Background: an optimization exercise with open tools, aiming at small area, a short achievable clock period and few clock cycles per item. Do not read the settings as production practice. The RTL of this run was laid out without a check of its function. No activity file was given, so power comes from the tool's default toggle rates.

[design/flow/config.mk]
export PLATFORM = sky130hd
export DESIGN_NAME = sge_fsk_mod
export DESIGN_NICKNAME = sge_fsk_mod
export VERILOG_FILES = /design/flow/design.v
export SDC_FILE = /design/flow/constraint.sdc
export NUM_CORES = 4
export LEC_CHECK = 0
export CAP_MARGIN = 20
export CORE_MARGIN = 2
export CORE_UTILIZATION = 40
export SLEW_MARGIN = 20
[design/flow/constraint.sdc]
create_clock -name core_clock -period 8.5 [get_ports {clk}]
set_input_delay 1.7000 -clock core_clock [delete_from_list [all_inputs] [get_ports {clk}]]
set_output_delay 1.7000 -clock core_clock [all_outputs]
set_load 0.01 [all_outputs]
[design/flow/design.v]
module sge_fsk_mod (
    input  wire       clk,
    input  wire       rst,
    input  wire       cfg_msb_first,    
    input  wire       cfg_invert_ss,    
    input  wire       in_valid,
    output wire       in_ready,
    input  wire [7:0] in_data,
    input  wire       in_last,
    output wire       out_valid,
    input  wire       out_ready,
    output wire [7:0] out_sample,
    output wire       out_last
);
    localparam [31:0] FTW_MARK  = 32'h06666666;    
    localparam [31:0] FTW_SPACE = 32'h0BBBBBBC;    
    localparam [7:0]  SYNC_BYTE = 8'hAB;
    localparam [2:0] M_IDLE  = 3'd0;
    localparam [2:0] M_LEAD  = 3'd1;
    localparam [2:0] M_SYNC0 = 3'd2;
    localparam [2:0] M_SYNC1 = 3'd3;
    localparam [2:0] M_DATA  = 3'd4;
    localparam [2:0] M_TRAIL = 3'd5;
    function [6:0] qsin;
        input [6:0] k;
        begin
            case (k)
            7'd0: qsin = 7'd0;
            7'd1: qsin = 7'd3;
            7'd2: qsin = 7'd6;
            7'd3: qsin = 7'd9;
            7'd4: qsin = 7'd12;
            7'd5: qsin = 7'd16;
            7'd6: qsin = 7'd19;
            7'd7: qsin = 7'd22;
            7'd8: qsin = 7'd25;
            7'd9: qsin = 7'd28;
            7'd10: qsin = 7'd31;
            7'd11: qsin = 7'd34;
            7'd12: qsin = 7'd37;
            7'd13: qsin = 7'd40;
            7'd14: qsin = 7'd43;
            7'd15: qsin = 7'd46;
            7'd16: qsin = 7'd49;
            7'd17: qsin = 7'd51;
            7'd18: qsin = 7'd54;
            7'd19: qsin = 7'd57;
            7'd20: qsin = 7'd60;
            7'd21: qsin = 7'd63;
            7'd22: qsin = 7'd65;
            7'd23: qsin = 7'd68;
            7'd24: qsin = 7'd71;
            7'd25: qsin = 7'd73;
            7'd26: qsin = 7'd76;
            7'd27: qsin = 7'd78;
            7'd28: qsin = 7'd81;
            7'd29: qsin = 7'd83;
            7'd30: qsin = 7'd85;
            7'd31: qsin = 7'd88;
            7'd32: qsin = 7'd90;
            7'd33: qsin = 7'd92;
            7'd34: qsin = 7'd94;
            7'd35: qsin = 7'd96;
            7'd36: qsin = 7'd98;
            7'd37: qsin = 7'd100;
            7'd38: qsin = 7'd102;
            7'd39: qsin = 7'd104;
            7'd40: qsin = 7'd106;
            7'd41: qsin = 7'd107;
            7'd42: qsin = 7'd109;
            7'd43: qsin = 7'd111;
            7'd44: qsin = 7'd112;
            7'd45: qsin = 7'd113;
            7'd46: qsin = 7'd115;
            7'd47: qsin = 7'd116;
            7'd48: qsin = 7'd117;
            7'd49: qsin = 7'd118;
            7'd50: qsin = 7'd120;
            7'd51: qsin = 7'd121;
            7'd52: qsin = 7'd122;
            7'd53: qsin = 7'd122;
            7'd54: qsin = 7'd123;
            7'd55: qsin = 7'd124;
            7'd56: qsin = 7'd125;
            7'd57: qsin = 7'd125;
            7'd58: qsin = 7'd126;
            7'd59: qsin = 7'd126;
            7'd60: qsin = 7'd126;
            7'd61: qsin = 7'd127;
            7'd62: qsin = 7'd127;
            7'd63: qsin = 7'd127;
            7'd64: qsin = 7'd127;            default: qsin = 7'd0;
            endcase
        end
    endfunction
    function [7:0] sine;
        input [7:0] i;
        reg [6:0] k;
        reg [6:0] m;
        begin
            k = i[6] ? (7'd0 - i[6:0]) : i[6:0];
            m = qsin(k);
            sine = i[7] ? (8'd0 - {1'b0, m}) : {1'b0, m};
        end
    endfunction
    reg  [2:0]  mode;       
    reg  [3:0]  bidx;       
    reg  [5:0]  samp;       
    reg         tone_q;     
    reg  [31:1] phase;      
    reg         last_q;     
    reg         ir_q;       
    reg         ov_q;
    reg  [7:0]  os_q;
    reg         ol_q;
    assign in_ready   = ir_q;
    assign out_valid  = ov_q;
    assign out_sample = os_q;
    assign out_last   = ol_q;
    wire bit_end   = (samp == 6'd39);
    wire frame_end = bit_end && (bidx == 4'd15);
    wire stall     = (mode == M_DATA) && (bidx == 4'd0) && (samp == 6'd0) && !in_valid;
    wire have      = (mode != M_IDLE) && !stall;
    wire load      = have && (!ov_q || out_ready);
    reg  [2:0] n_mode;
    reg  [3:0] n_bidx;
    always @(*) begin
        n_mode = mode;
        n_bidx = bidx + 4'd1;
        if (frame_end) begin
            case (mode)
                M_LEAD:  n_mode = M_SYNC0;
                M_SYNC0: n_mode = M_SYNC1;
                M_SYNC1: n_mode = M_DATA;
                M_DATA:  n_mode = last_q ? M_TRAIL : M_DATA;
                default: n_mode = in_valid ? M_LEAD : M_IDLE;
            endcase
            if (n_mode == M_LEAD || n_mode == M_TRAIL)
                n_bidx = 4'd14;
        end
    end
    wire       n_tonepart = (n_mode == M_LEAD) || (n_mode == M_TRAIL);
    wire [2:0] d_idx = cfg_msb_first ? {n_bidx[2], ~n_bidx[1:0]} : {~n_bidx[2], n_bidx[1:0]};
    wire [2:0] s_idx = {n_bidx[2], ~n_bidx[1:0]};
    reg n_bit;
    always @(*) begin
        if (n_tonepart)
            n_bit = 1'b1;
        else if (n_bidx < 4'd4)
            n_bit = cfg_invert_ss;
        else if (n_bidx < 4'd12)
            n_bit = (n_mode == M_DATA) ? in_data[d_idx] : SYNC_BYTE[s_idx];
        else
            n_bit = !cfg_invert_ss;
    end
    always @(posedge clk) begin
        if (rst) begin
            mode  <= M_IDLE;
            phase <= 31'd0;
            ir_q  <= 1'b0;
            ov_q  <= 1'b0;
        end else begin
            if (ir_q && in_valid)
                ir_q <= 1'b0;
            if (mode == M_IDLE && in_valid)
                mode <= M_LEAD;
            if (!ov_q || out_ready)
                ov_q <= have;
            if (load) begin
                phase <= phase + (tone_q ? FTW_MARK[31:1] : FTW_SPACE[31:1]);
                if (bit_end)
                    mode <= n_mode;
                if ((mode == M_DATA) && (bidx == 4'd11) && bit_end)
                    ir_q <= 1'b1;
            end
        end
    end
    always @(posedge clk) begin
        if (ir_q && in_valid)
            last_q <= in_last;
        if (mode == M_IDLE) begin
            bidx   <= 4'd14;
            samp   <= 6'd0;
            tone_q <= 1'b1;
        end
        if (load) begin
            os_q <= sine(phase[31:24]);
            ol_q <= (mode == M_TRAIL) && frame_end;
            if (bit_end) begin
                samp   <= 6'd0;
                bidx   <= n_bidx;
                tone_q <= n_bit;
            end else begin
                samp <= samp + 6'd1;
            end
        end
    end
endmodule
[design/flow/run.sh]
#!/bin/bash
# synth_recipe.tcl (not shown) runs the flow's synth.tcl, then flattens the netlist and writes it again
# the make line also repeats each setting of config.mk as NAME=value (left out here)
make -C /OpenROAD-flow-scripts/flow DESIGN_CONFIG=/design/flow/config.mk WORK_HOME=/design/flow/orfs CLKGATE_MAP_FILE= SYNTH_SCRIPT=/design/flow/synth_recipe.tcl finish
==> impl_results.md <==
* Critical path class: reg2reg
* Global-route wire length before repair at 20.2 mm
* Mean Syn Cell Area at 7.99 um^2
* Critical path's largest stage delay at between 0.7 and 0.8 ns
* Adder-cell area share of the yosys netlist at approximately 8.2%
* Root Buffer: clkbuf_16
* Clock skew at about 0.0060 ns
* Post-synthesis compound-gate area fraction at a little over a quarter
* Total GRT Usage at 18.4%
* Tcrit/Tclk final at around 53%
* Largest net degree at the start of global routing at 47
* Number of global-route vias before repair at ~4200
* Storage cell area at ~1300 um^2
* Htree depth at 3
* Initial Util at just over 40%
* FILL cells at approximately 1200
* Slew margin rel. at a little under two fifths
* CP endpoint kind: flop
* Syn Nets at about 680
* CTS tree: yes
* Core ar. at around 12000 um^2
* Total Nets Final at approximately 700
* Power density cells at 172 nW/um^2
* Largest family of logic cells by synthesized area: compound AO/OA/AOI/OAI gates
* Hold Path Class: reg2reg
* Area of the multi-input gates at ~3500 um^2
* Final critical-path required period at 4.47 ns
* Leak Pwr at about 2.2 nW
* GR Overflow Total at 0
* Clk pwr share at 41.8%
* Reg clk slew, reported paths at approximately 0.050 ns
* Placed Area at around 5400 um^2
* DRC violation count after routing at 0
* Worst Tran Pin Value at 0.928 ns
* Multiplexer share of the synthesized area at ~4.5%
* 1st-iter DRT viols at ~420
* Synth cell count leaders: nor2_1 (63), a21oi_1 (52), nand2_1 (52)
* Post-synth EDFFs at 16
* Vias per Instance at 5.85
* CP Buf/Inv Count at 2
* Ys async rst share at 0%
* CTS Buf Count at 9
* Router iterations before antenna repair at 5
* Synth Register Bits at 57
* Die H at 116 um
* Switch share at between 20 and 30%
* Seq/Total Area, Yosys at approximately a quarter
* Rows at 40
* Most used DFF post-synth: dfxtp_1
* CP cell instances: inv_1 > ha_1 > nand2b_1 > xor2_1 > a21boi_0 > o221a_2 > o41a_1 > inv_1 > ha_1 > o211ai_1 > o41ai_2 > xor2_1
* Crit path arrival time at around 4.5 ns
* Slew Viols, Final at 0
* Critical Path RT at around 8.6 ns
* Initial antenna violation count at 0
* Post-route cell area at between 5000 and 6000 um^2
* Unique masters post-synth at 77
* Die Wd at about 120 um
* Count leader, synth: nor2_1
* Cts repair resizes at 0
* Synth top area cells: dfxtp_1 (16%), edfxtp_1 (9.6%), ha_1 (8.2%)
* Post-DP HPWL at roughly 8.6 mm
* Placement Setup Slack at between 3 and 4 ns
* Setup violators final at 0
* CTS sink cnt at 57
* Status: complete, no violations
* Cell family with most CP delay: compound AO/OA/AOI/OAI gates
* Layout area overhead at 13.8%
* Sequential power share at about a third
* WL final at ~12 mm
* Unrepaired setup endpoints after global routing: false
* Final Util at between 40 and 50%
* Vias at 4713
* Cell taking the most area after synthesis: dfxtp_1
* I/O pin cnt at 26
* Syn Std Cell Area at 5010 um^2
* Routability congestion estimate at around 0.9
* Setup WS post-layout at between 4 and 5 ns
* Worst skew pair latency at between 0.3 and 0.4 ns
* Hold_buf cts at 0
* Combinational power share at between 20 and 25%
* Setup TNS at 0 ns
* Synth Instances at 627
* I/O Buffers at 25
* F_max at roughly 220 MHz
* Crit-path slowest cell: dfxtp_1
* Synth Area in Simple Gates at 23.4%
* CTS Buffer Depth at 2
* Share of the synthesized area in the top cell type at 16.4%
* Peak VDD IR at approximately 0.1 mV
* Yosys warnings at 1
* Max-Cap Viols at 0
* Post-DR wirelength/cell at about 15 um
* Routed Antenna Nets at 0
* Psw at ~280 uW
* Worst Path Max Fanout at 15
* Layout cells sized above 1 at approximately 8%
* Pint at between 600 and 700 uW
* Fin. Hold Viols at 0
* Post-CTS Repair Setup Buffers at 0
* CP startpoint kind: flop
* Die area at roughly 13000 um^2
* Number of diodes at 0
* XOR/XNOR Fraction of Synth Area at around 6.4%
[cell families (layout without fill, tap and decap cells)]
kind of cell	Yosys count	in the layout
xor+xnor	36	36
compound gates	191	191
fa+ha+maj	33	33
mux	19	19
simple gates	231	231
buf+inv	60	70
flops	57	57
[routing by layer]
layer	global-route usage, %	share of wire (%)
met5	0	0
met4	6.11	1.4
met3	2.20	3.6
met2	30.3	47
met1	25.0	48
[path summary, 6_finish.rpt]
check             cells past startpoint   endpoint  slack [ns]      start
setup / recovery                     12    os_q[6]        4.03  phase[24]
hold / removal                        2  phase[23]        0.45  phase[23]
setup reg to reg                     12    os_q[6]        4.03  phase[24]
hold reg to reg                       2  phase[23]        0.45  phase[23]
[registers in the layout (all words and copies together) (netlist names)]
| signal | cells |
|---|---|
| phase | 31 |
| os_q | 8 |
| samp | 6 |
| bidx | 4 |
| mode | 3 |
| ir_q | 1 |
| last_q | 1 |
| ol_q | 1 |
| ov_q | 1 |
| tone_q | 1 |
[per-stage QoR]
stage | power, mW | hold WS, ns | cells
after floorplan | 0.514 | 0.436 | 627
after CTS | 0.985 | 0.456 | 805
final | 0.980 | 0.455 | 805
after global placement | 0.567 | 0.444 | 789
after detailed placement | 0.572 | 0.450 | 789
after global routing | 1.03 | 0.477 | 805
[tightest hold or removal path: cells and delay by family, from the launching register on]
family	cells	cell delay, ns
flops	1	0.31
simple gates	1	0.05
compound gates	1	0.05
[layout make-up]
| class | instances | share of cell area (%) |
|---|---|---|
| timing repair buffer | 31 | 5.18 |
| clock inverter | 6 | 1.87 |
| clock buffer | 10 | 4.02 |
| tap | 168 | 3.69 |
| multi-input combinational | 510 | 60.9 |
| sequential | 57 | 22.8 |
| inverter | 23 | 1.51 |
[power groups by stage]
stage	Sequential, mW	Clock [mW]	Combinational (mW)
global route	0.332	0.429	0.268
finish	0.329	0.410	0.241
detailed placement	0.334	0	0.238
CTS	0.329	0.416	0.239
global placement	0.334	0	0.233
floorplan	0.325	0	0.189
[cells in the final DEF, fill, tap and decap left out, types with 4 or more instances in the layout]
| cell | netlist | routed |
|---|---|---|
| or4_1 | 5 | 5 |
| edfxtp_1 | 16 | 16 |
| nand4_1 | 5 | 5 |
| xnor2_1 | 19 | 19 |
| clkdlybuf4s50_1 | 0 | 25 |
| o21ai_0 | 30 | 29 |
| o211ai_1 | 13 | 13 |
| nor3_1 | 18 | 18 |
| o31ai_1 | 12 | 12 |
| a21oi_1 | 52 | 52 |
| nor2_1 | 63 | 63 |
| buf_4 | 1 | 6 |
| or3_1 | 5 | 5 |
| inv_1 | 23 | 23 |
| a31oi_1 | 10 | 10 |
| nor2b_1 | 8 | 8 |
| and2_1 | 5 | 5 |
| a21o_1 | 10 | 10 |
| mux2i_1 | 8 | 8 |
| nor4_1 | 6 | 6 |
| nand3b_1 | 5 | 5 |
| nand2_1 | 52 | 52 |
| dfxtp_1 | 41 | 41 |
| nand3_1 | 20 | 20 |
| nand2b_1 | 11 | 11 |
| mux2_2 | 9 | 9 |
| a211o_1 | 7 | 7 |
| a311oi_1 | 4 | 4 |
| a211oi_1 | 12 | 12 |
| and3_1 | 7 | 7 |
| ha_1 | 33 | 33 |
| xor2_1 | 16 | 16 |
| clkbuf_16 | 0 | 9 |

==> separate check: timing with driven ports <==
Ports are ideal in the flow. The routed layout listed here was re-timed in OpenROAD.
Step 1, drivers: a clkbuf_16 drives clk and a buf_2 each remaining input, both assumed.
Step 2 adds t to the input delays and takes it off the output delays; t is the mean of the earliest and latest rising clock arrival at the registers after step 1. Input paths then give back, and output paths get back, about the clock's delay inside the block.
Slacks: no drivers / after step 1 / after step 2; pairs: no drivers / after step 1.
shift t [ns]: 0.360
slack for setup (ns): 4.026 / 4.026 / 3.846
worst setup path at the end: input to register
After both steps setup and hold are still met in this run. For this run, drivers alone change the setup slack by 0.000 ns; drivers and shift together by -0.180 ns.
